Context: an optimization exercise on an open-source flow, tuned for small area, a short achievable clock period and few clock cycles per item. The choices shown serve that exercise and are no tape-out recipe. Where RTL was checked, it was by simulation tests only, not by an equivalence proof against the original. Power figures rest on the tool's default switching activity, not on a simulated workload.

## the previous run
## fds_decoder
module fds_decoder (
    input  wire        clk,
    input  wire        rst,           
    input  wire [7:0]  cfg_q_t0,      
    input  wire [7:0]  cfg_q_t1,      
    input  wire [7:0]  cfg_q_t2,      
    input  wire [7:0]  cfg_q_t3,      
    input  wire [15:0] cfg_min_gap,   
    input  wire        in_valid,
    output wire        in_ready,
    input  wire [7:0]  in_data,
    output reg         out_valid,
    input  wire        out_ready,
    output reg  [1:0]  out_kind,
    output wire [31:0] out_data,
    output wire [31:0] out_pos
);
clock: 10.0 ns
lec_check: 0
cap_margin: 20
core_margin: 2
core_utilization: 60
cts_buf_list: sky130_fd_sc_hd__clkbuf_4 sky130_fd_sc_hd__clkbuf_8
cts_cluster_diameter: 60
cts_cluster_size: 30
slew_margin: 20
standard.sh (not shown) runs the stock make flow with config.mk's settings and CLKGATE_MAP_FILE= SYNTH_SCRIPT=/design/flow/synth_recipe.tcl, a recipe that flattens the netlist after the stock synthesis.
==> flow/flow/run.sh <==
#!/bin/bash
set -euo pipefail
bash standard.sh \
  "BUFFER_PORTS_ARGS=-buffer_cell sky130_fd_sc_hd__buf_1" \
  "SETUP_SLACK_MARGIN=${FLOW_SETUP_MARGIN:-6.5}" \
  finish > standard_finish.log 2>&1
Testbench counts of the previous run, summed over its fixed seeds: cycles 729,154, items 728,725.
The inputs of the current run differ from those of the previous run as listed below.
--- a/flow/design.v
+++ b/flow/design.v
@@ -43,58 +43,51 @@
             lt8 = r;
         end
     endfunction
     wire lt0 = lt8(in_data, cfg_q_t0);
     wire lt1 = lt8(in_data, cfg_q_t1);
     wire lt2 = lt8(in_data, cfg_q_t2);
     wire lt3 = lt8(in_data, cfg_q_t3);
     wire [1:0] sym_in = {lt0 || (!lt1 && !lt2), lt0 || (!lt1 && (lt2 || !lt3))};
     reg       q_v0;           
     reg       q_nf;           
-    reg [1:0] q_e0, q_e1;     
-    reg       q_wp, q_rp;     
+    reg [1:0] q_s0, q_s1;     
     assign in_ready = q_nf;
     reg  chk_p;               
     wire push = in_valid && q_nf;
     wire can  = !chk_p && (!out_valid || out_ready);
     wire pop  = q_v0 && can;
-    wire [1:0] s = q_rp ? q_e1 : q_e0;
-    always @(posedge clk) begin
-        if (push && !q_wp) q_e0 <= sym_in;
-        if (push &&  q_wp) q_e1 <= sym_in;
+    wire [1:0] s = q_s0;
+    always @(posedge clk) begin
+        if (!q_v0 || (pop && q_nf)) q_s0 <= sym_in;
+        else if (pop)               q_s0 <= q_s1;
+        if (q_nf)                   q_s1 <= sym_in;
         if (rst) begin
             q_v0 <= 1'b0;
             q_nf <= 1'b1;
-            q_wp <= 1'b0;
-            q_rp <= 1'b0;
         end else begin
             q_v0 <= push || !q_nf || (q_v0 && !pop);
             q_nf <= !((!q_nf && !pop) || (q_v0 && push && !pop));
-            if (push) q_wp <= !q_wp;
-            if (pop)  q_rp <= !q_rp;
         end
     end
     reg        in_block;
     reg        prev;          
     reg [1:0]  phase;         
     reg [2:0]  bitcnt;        
     reg [15:0] cnt;           
     reg [7:0]  sr;            
     reg [7:0]  ob;
     reg [15:0] crc;
     reg [2:0]  exp_type;      
     reg [15:0] size;
-    reg [3:0]  pos_lo;
-    reg [27:0] pos_hi;
-    reg        pos_c;
-    reg [31:0] e_pos;
-    reg        e_hi_ld;
+    reg [31:0] pos;           
+    reg [31:0] e_pos;         
     reg r_end;
     reg r_mis;
     wire mismatch = r_mis;
     wire two  = prev && (s[0] ^ s[1]);
     wire b0   = prev ? (s == 2'd0) : (s == 2'd1);
     wire b1   = s[1] && !s[0];
     wire npr  = two ? b1 : b0;
     wire cnt_z = (cnt == 16'd0);
     wire cnt_1 = (cnt == 16'd1);
     wire last_bit = (phase == P_CRCHI) && (bitcnt == 3'd7);
@@ -119,36 +112,35 @@
         endcase
     end
     wire [15:0] cnt_dec = cnt - 16'd1;
     always @(posedge clk) begin
         if (pop) begin
             if (!in_block) begin
                 prev   <= 1'b1;
                 phase  <= P_TYPE;
                 bitcnt <= 3'd0;
                 crc    <= CRC_START;
-                e_pos[3:0] <= pos_lo;
+                e_pos  <= pos;
                 if (s == 2'd1 && cnt_z) begin
                     in_block <= 1'b1;
                     cnt      <= blk_cnt;
                 end else if (s == 2'd0) begin
                     if (!cnt_z) cnt <= cnt_dec;
                 end else begin
                     cnt <= cfg_min_gap;
                 end
             end else begin
                 prev   <= npr;
                 sr     <= sr_n;
                 crc[15:8] <= crc_n[15:8];
                 crc[7:0]  <= (bdone && phase == P_CRCHI) ? ob : crc_n[7:0];
-                bitcnt <= {bitcnt[2] ^ (bitcnt[1] && (take2 || bitcnt[0])),
-                           bitcnt[1] ^ (take2 || bitcnt[0]), bitcnt[0] ^ !take2};
+                bitcnt <= bitcnt + {1'b0, take2, !take2};
                 if (bdone) begin
                     ob <= (phase == P_CRCHI) ? crc_n[7:0] : byte_n;
                     case (phase)
                         P_TYPE: phase <= cnt_z ? P_CRCLO : P_DATA;
                         P_DATA: begin
                             cnt <= cnt_dec;
                             if (cnt_1) phase <= P_CRCLO;
                             if (!mismatch && exp_type[1:0] == 2'd3 && cnt[15:2] == 14'd0 && cnt[1])
                                 size <= {byte_n, size[15:8]};
                         end
@@ -163,34 +155,24 @@
                 end
             end
         end
         if (rst) begin
             in_block <= 1'b0;
             cnt      <= cfg_min_gap;
             exp_type <= 3'd1;
         end
     end
     always @(posedge clk) begin
-        if (rst) begin
-            pos_lo <= 4'd0;
-            pos_c  <= 1'b0;
-            pos_hi <= 28'd0;
-        end else begin
-            if (pop)
-                pos_lo <= pos_lo + 4'd1;
-            pos_c <= pop && (pos_lo == 4'hF);
-            if (pos_c)
-                pos_hi <= pos_hi + 28'd1;
-        end
-        e_hi_ld <= pop && !in_block;
-        if (e_hi_ld)
-            e_pos[31:4] <= pos_hi;
+        if (rst)
+            pos <= 32'd0;
+        else if (pop)
+            pos <= pos + 32'd1;
     end
     wire rec_n = pop && in_block && bdone &&
                  (phase == P_TYPE || (phase == P_DATA && !mismatch) ||
                   (phase == P_CRCHI && !mismatch));
     wire chk_n = rec_n && (phase == P_TYPE || phase == P_CRCHI);
     wire mis_c = (ob != {5'd0, exp_type});
     always @(posedge clk) begin
         if (rst) begin
             out_valid <= 1'b0;
             chk_p     <= 1'b0;
### Flow results
The current run closes out successfully: all stages finished, all timing, DRC and antenna checks passed.
Looking at count of multi-input gates, the current run sits 20 higher than the previous run does.
The previous run has higher peak fanout along the critical path than the current run.
Total area of multi-input combinational cells on the current run is up relative to the previous run.
For the post-layout worst setup margin, the current run came in 0.097 ns lower than the previous run did.
The current run vs. the previous run: global-route wire length before repair went up by about 9%.
Total power was higher in the run labelled the current run.
The current run reports its slowest library cell on the worst path as sky130_fd_sc_hd__a2111oi_4 while the previous run reports sky130_fd_sc_hd__nor3_4.
No functional check of the RTL was part of the current run.

[port drivers added, routing unchanged]
In the flow no input, the clock included, has a driving cell. The finished layouts below were timed again as built, in two steps. Step 1 sets driving cells, clkbuf_16 on the clock port and buf_2 on the other inputs (assumed; they add their load-dependent delay and slew). Step 2 adds t to the input delays and takes it off the output delays; t is the mean of the earliest and latest rising clock arrival at the registers after step 1. Input paths then give back, and output paths get back, about the clock's delay inside the block. a / b / c = ideal / step 1 / step 2; a / b = the first two.
run | shift t [ns] | setup slack, ns | slew at the worst register clock pin (ns) | pins driven straight from the clock port
the previous run | 0.496 | 6.580 / 6.569 / 6.084 | 0.09 / 0.09 | 1
the current run | 0.496 | 6.483 / 6.495 / 5.999 | 0.09 / 0.09 | 1
After both steps setup and hold are still met in every run listed. The setup slack of the previous run, which loses most, moves by -0.011 ns with the drivers and by -0.496 ns with both steps.
